Context: an optimization exercise on an open-source flow, tuned for small area and few clock cycles. The choices shown serve that exercise and are no tape-out recipe.
In this exercise RTL edits were held to simulation tests only and were not proved equivalent to the original.
No activity file was given, so power comes from the tool's default toggle rates.

Setup of alpha:
==> flow/design.v <==
module geq_aor8 (
    input  wire [7:0] s,
    input  wire [7:0] d,
    output wire       y
);
    assign y = |(s & d);
endmodule
module geq_hold (
    input  wire take,
    input  wire hold,
    input  wire v,
    input  wire q,
    output wire d
);
    assign d = (take & v) | (hold & q);
endmodule
module geq_holdn (
    input  wire x,
    input  wire hold,
    input  wire v,
    input  wire q,
    output wire d
);
    assign d = (~v & ~x) | (hold & q);
endmodule
module geq_encoder (
    input  wire         clk,
    input  wire         rst,               
    input  wire         in_valid,
    output wire         in_ready,
    input  wire [7:0]   in_board_id,
    input  wire [7:0]   in_frame_seq,
    input  wire [7:0]   in_brightness,
    input  wire [423:0] in_bars,           
    input  wire         in_scope_en,
    input  wire [423:0] in_scope,          
    input  wire         in_vu_en,
    input  wire [31:0]  in_vu,             
    output wire         out_valid,
    input  wire         out_ready,
    output reg  [7:0]   out_byte,
    output wire         out_last
);
    localparam [6:0] POS0  = 7'd6;            
    localparam [6:0] P_HDR = POS0 + 7'd2;     
    localparam [6:0] P_BAR = POS0 + 7'd5;     
    localparam [6:0] P_SCP = POS0 + 7'd58;    
    localparam [6:0] P_VU  = POS0 + 7'd111;   
    localparam [6:0] P_CHK = POS0 + 7'd115;   
    function [3:0] code4;
        input [7:0] v;
        reg h;
        begin
            h = |v[7:4];
            code4 = {~(v[3] | h), ~(v[2] | h), v[1], v[0]};
        end
    endfunction
    function [5:0] code6;
        input [7:0] v;
        reg h;
        begin
            h = v[7] | v[6];
            code6 = {v[5] | h, v[4] | h, v[3], v[2] | h, v[1] | h, v[0]};
        end
    endfunction
    reg        busy;                       
    reg [6:0]  pos;                        
    reg [7:0]  chk;                        
    reg [7:0]  hdr [0:2];
    reg [3:0]  bar [0:52];
    reg [3:0]  scp [0:52];
    reg [5:0]  vu  [0:3];
    reg        scope_en;
    reg        vu_en;
    assign out_valid = busy;
    assign out_last  = (pos == P_CHK);
    assign in_ready  = !busy || (out_last && out_ready);
    wire take = in_valid && in_ready;
    wire sent = out_valid && out_ready;
    always @(posedge clk) begin
        if (rst) begin
            busy <= 1'b0;
            pos  <= POS0;
        end else if (take) begin
            busy <= 1'b1;
            pos  <= POS0;
        end else if (sent) begin
            if (out_last)
                busy <= 1'b0;
            pos <= pos + 7'd1;
        end
    end
    localparam integer NSTORE = 3*8 + 53*4 + 53*4 + 4*6 + 2;
    reg  [NSTORE-1:0] st_v;
    wire [NSTORE-1:0] st_q = {vu_en, scope_en,
                              vu[3], vu[2], vu[1], vu[0],
                              scp_q, bar_q,
                              hdr[2], hdr[1], hdr[0]};
    wire [NSTORE-1:0] st_d;
    wire [211:0] bar_q, scp_q;
    integer i;
    always @* begin
        st_v = {NSTORE{1'b0}};
        st_v[23:0] = {in_brightness, in_frame_seq, in_board_id};
        for (i = 0; i < 53; i = i + 1) begin
            st_v[24 + 4*i +: 4]  = code4(in_bars[8*i +: 8]);
            st_v[236 + 4*i +: 4] = code4(in_scope[8*i +: 8]);
        end
        for (i = 0; i < 4; i = i + 1)
            st_v[448 + 6*i +: 6] = code6(in_vu[8*i +: 8]);
        st_v[472] = in_scope_en;
        st_v[473] = in_vu_en;
    end
    wire hold = !take;
    wire [105:0] fx;
    genvar f;
    generate
        for (f = 0; f < 53; f = f + 1) begin : g_x
            assign fx[f]      = hold | (|in_bars[8*f+4 +: 4]);
            assign fx[53 + f] = hold | (|in_scope[8*f+4 +: 4]);
        end
        for (f = 0; f < NSTORE; f = f + 1) begin : g_st
            if (f >= 24 && f < 448 && (f % 4) >= 2) begin : g_n
                geq_holdn u_hold (.x(fx[(f - 24) / 4]), .hold(hold),
                                  .v(f < 236 ? in_bars[8*((f - 24) / 4) + (f % 4)]
                                             : in_scope[8*((f - 236) / 4) + (f % 4)]),
                                  .q(st_q[f]), .d(st_d[f]));
            end else begin : g_p
                geq_hold u_hold (.take(take), .hold(hold), .v(st_v[f]), .q(st_q[f]), .d(st_d[f]));
            end
        end
        for (f = 0; f < 53; f = f + 1) begin : g_q
            assign bar_q[4*f +: 4] = bar[f];
            assign scp_q[4*f +: 4] = scp[f];
        end
    endgenerate
    always @(posedge clk) begin
        for (i = 0; i < 3; i = i + 1)
            hdr[i] <= st_d[8*i +: 8];
        for (i = 0; i < 53; i = i + 1) begin
            bar[i] <= st_d[24 + 4*i +: 4];
            scp[i] <= st_d[236 + 4*i +: 4];
        end
        for (i = 0; i < 4; i = i + 1)
            vu[i] <= st_d[448 + 6*i +: 6];
        scope_en <= st_d[472];
        vu_en    <= st_d[473];
    end
    reg [3:0] slot [0:127];
    always @* begin
        for (i = 0; i < 128; i = i + 1)
            slot[i] = 4'h0;
        for (i = 0; i < 3; i = i + 1)
            slot[P_HDR + i] = hdr[i][3:0];
        for (i = 0; i < 53; i = i + 1) begin
            slot[P_BAR + i] = bar[i];
            slot[P_SCP + i] = scp[i];
        end
        for (i = 0; i < 4; i = i + 1)
            slot[P_VU + i] = vu[i][3:0];
    end
    wire [7:0]  col = 8'd1 << pos[2:0];
    wire [15:0] row = 16'd1 << pos[6:3];
    wire [3:0]  row_y [1:14];
    genvar r, b, c;
    generate
        for (r = 1; r <= 14; r = r + 1) begin : g_row
            for (b = 0; b < 4; b = b + 1) begin : g_bit
                wire [7:0] d;
                for (c = 0; c < 8; c = c + 1) begin : g_col
                    assign d[c] = slot[8*r + c][b];
                end
                geq_aor8 u_aor (.s(col), .d(d), .y(row_y[r][b]));
            end
        end
    endgenerate
    reg [3:0] lo;
    always @* begin
        lo = (pos == P_VU + 7'd3) ? vu[3][3:0] : 4'h0;
        for (i = 1; i <= 14; i = i + 1)
            lo = lo | (row_y[i] & {4{row[i]}});
    end
    reg [3:0] hi;
    always @* begin
        case (pos)
            P_HDR:          hi = hdr[0][7:4];
            P_HDR + 7'd1:   hi = hdr[1][7:4];
            P_HDR + 7'd2:   hi = hdr[2][7:4];
            P_VU:           hi = {2'b00, vu[0][5:4]};
            P_VU + 7'd1:    hi = {2'b00, vu[1][5:4]};
            P_VU + 7'd2:    hi = {2'b00, vu[2][5:4]};
            P_VU + 7'd3:    hi = {2'b00, vu[3][5:4]};
            default:        hi = 4'h0;
        endcase
    end
    wire [3:0] c4  = lo ^ 4'b1100;
    wire       c12 = c4[3] & c4[2];               
    wire [7:0] c6  = {2'b00, hi[1:0], lo};
    always @* begin
        if (pos == POS0)
            out_byte = 8'hAA;
        else if (pos == POS0 + 7'd1)
            out_byte = 8'h55;
        else if (pos < P_BAR)
            out_byte = {hi, lo};
        else if (pos < P_SCP)
            out_byte = c12 ? 8'd11 : {4'h0, c4};
        else if (pos < P_VU)
            out_byte = !scope_en ? 8'd0 :
                       (c12 || (c4[3] && c4[1] && c4[0])) ? 8'd10 : {4'h0, c4};
        else if (pos < P_CHK)
            out_byte = !vu_en ? 8'd0 : (c6 > 8'd53) ? 8'd53 : c6;
        else
            out_byte = chk;
    end
    always @(posedge clk) begin
        if (take)
            chk <= 8'h00;
        else if (sent && pos >= P_HDR)
            chk <= chk ^ out_byte;
    end
endmodule
export LEC_CHECK = 0
export CAP_MARGIN = 20
export CORE_AREA = 5 5 325 325
export DIE_AREA = 0 0 330 330
export SLEW_MARGIN = 20
export SYNTH_HIERARCHICAL = 1
create_clock -name core_clock -period 10.0 [get_ports {clk}]
standard.sh (not shown) runs the stock make flow with config.mk's settings and CLKGATE_MAP_FILE= SYNTH_SCRIPT=/design/flow/synth_recipe.tcl, a recipe that flattens the netlist after the stock synthesis.
==> flow/flow/run.sh <==
#!/bin/bash
# The standard layout, with three changes:
# - after synthesis, every combinational cell gets the smallest drive of its
#   family (flow/downsize.tcl); the later repair steps size up where needed;
# - each port is buffered by the smallest buffer (sky130_fd_sc_hd__buf_1)
#   instead of the cell buffer_ports picks by itself;
# - a clock tree of small clock buffers without dummy loads.
set -euo pipefail
cd "$(dirname "$0")/.."
export BUFFER_PORTS_ARGS="-buffer_cell sky130_fd_sc_hd__buf_1"
export CTS_ARGS="-sink_clustering_enable -repair_clock_nets -buf_list sky130_fd_sc_hd__clkbuf_4 -root_buf sky130_fd_sc_hd__clkbuf_8 -sink_clustering_size 9 -sink_clustering_max_diameter 60 -dont_use_dummy_load"
bash standard.sh synth > synth.log 2>&1
ODB=orfs/results/sky130hd/geq_encoder/base/1_synth.odb openroad -no_init -exit flow/downsize.tcl > downsize.log 2>&1
bash standard.sh finish > standard.log 2>&1
==> flow/flow/downsize.tcl <==
# Area recovery on the synthesized netlist: give every combinational cell the
# smallest drive strength of its family (same function and pins). The layout
# steps that follow (repair_design, repair_timing) size up again wherever
# slew, capacitance or timing need it. Registers are left as they are.
read_db $::env(ODB)
set db [ord::get_db]
set skip {^(df|edf|sdf|dl|sdl|clk|conb|tap|fill|decap|diode|lpflow|probe|ebuf|einv|macro)}
set best [dict create]
foreach lib [$db getLibs] {
  foreach m [$lib getMasters] {
    if {![regexp {^sky130_fd_sc_hd__([a-z0-9]+)_([0-9]+)$} [$m getName] -> fam d]} continue
    if {[regexp $skip $fam]} continue
    set a [expr {[$m getWidth] * [$m getHeight]}]
    if {![dict exists $best $fam] || $a < [lindex [dict get $best $fam] 1]} {
      dict set best $fam [list $m $a]
    }
  }
}
set n 0
set saved 0.0
foreach inst [[ord::get_db_block] getInsts] {
  set m [$inst getMaster]
  if {![regexp {^sky130_fd_sc_hd__([a-z0-9]+)_([0-9]+)$} [$m getName] -> fam d]} continue
  if {![dict exists $best $fam]} continue
  lassign [dict get $best $fam] bm ba
  set a [expr {[$m getWidth] * [$m getHeight]}]
  if {$ba < $a && [$inst swapMaster $bm]} {
    incr n
    set saved [expr {$saved + ($a - $ba) / 1e6}]
  }
}
puts "downsized $n cells, [format %.1f $saved] um2"
write_db $::env(ODB)
Testbench counts of alpha, summed over its fixed seeds: cycles 139,208.
## Diff of input files: beta against alpha
--- a/flow/design.v
+++ b/flow/design.v
@@ -1,8 +1,15 @@
-module geq_aor8 (
-    input  wire [7:0] s,
-    input  wire [7:0] d,
+module geq_aoi3 (
+    input  wire [2:0] s,
+    input  wire [2:0] d,
     output wire       y
 );
-    assign y = |(s & d);
+    assign y = ~|(s & d);
+endmodule
+module geq_aoi2 (
+    input  wire [1:0] s,
+    input  wire [1:0] d,
+    output wire       y
+);
+    assign y = ~|(s & d);
 endmodule
 module geq_hold (
@@ -171,5 +178,9 @@
                     assign d[c] = slot[8*r + c][b];
                 end
-                geq_aor8 u_aor (.s(col), .d(d), .y(row_y[r][b]));
+                wire [2:0] n;
+                geq_aoi3 u_a (.s(col[2:0]), .d(d[2:0]), .y(n[0]));
+                geq_aoi3 u_b (.s(col[5:3]), .d(d[5:3]), .y(n[1]));
+                geq_aoi2 u_c (.s(col[7:6]), .d(d[7:6]), .y(n[2]));
+                assign row_y[r][b] = ~&n;
             end
         end
--- outcome ---
- In summary, beta completed successfully, with a layout that passed the timing, DRC and antenna checks.
- When beta is measured against alpha, its via density per instance turns out about 2.3% higher.
- Per the comparison of beta with alpha, worst-case headroom to the max-slew limit went up; number of antenna violations at the first check in global routing fell 1; synthesized cell area down 490 um2; largest vdd supply drop moved down.
- Compared with alpha, in beta sequential cell count flat; met2 track demand over resource in global routing down 0.29 points.
- Going from alpha to beta, the final cycle utilization of the critical path was found to have gone up by 3.8 points.
- beta and alpha ended up with roughly the same remaining antenna violation count.
- alpha -> beta: cell area decreased slightly
- Between alpha and beta, the power figures differ only marginally.
- [compare] base=alpha new=beta: total via count after detailed routing -144; count of clock-buffer cells in the layout +2.8%; number of standard cells in the layout, taps in and fillers out -121.
Testbench counts of beta, summed over its fixed seeds: cycles 139,208.

-- separate check: timing with driven ports --
In the flow no input, the clock included, has a driving cell. The finished layouts below were timed again as built, in two steps.
Step 1, drivers: a clkbuf_16 drives clk and a buf_2 each remaining input, both assumed.
Step 2 adds t to the input delays and takes it off the output delays; t is the mean of the earliest and latest rising clock arrival at the registers after step 1. Input paths then give back, and output paths get back, about the clock's delay inside the block.
Three values: ideal ports, drivers, drivers and shift; two values: the first two.
| run | t, ns | setup slack, ns | worst setup path at the end | worst register clock-pin slew, ns |
|---|---|---|---|---|
| alpha | 0.711 | 2.425 / 2.374 / 3.085 | register to output | 0.11 / 0.11 |
| beta | 0.714 | 2.044 / 1.986 / 2.700 | register to output | 0.11 / 0.11 |
After both steps every run listed still meets setup and hold.
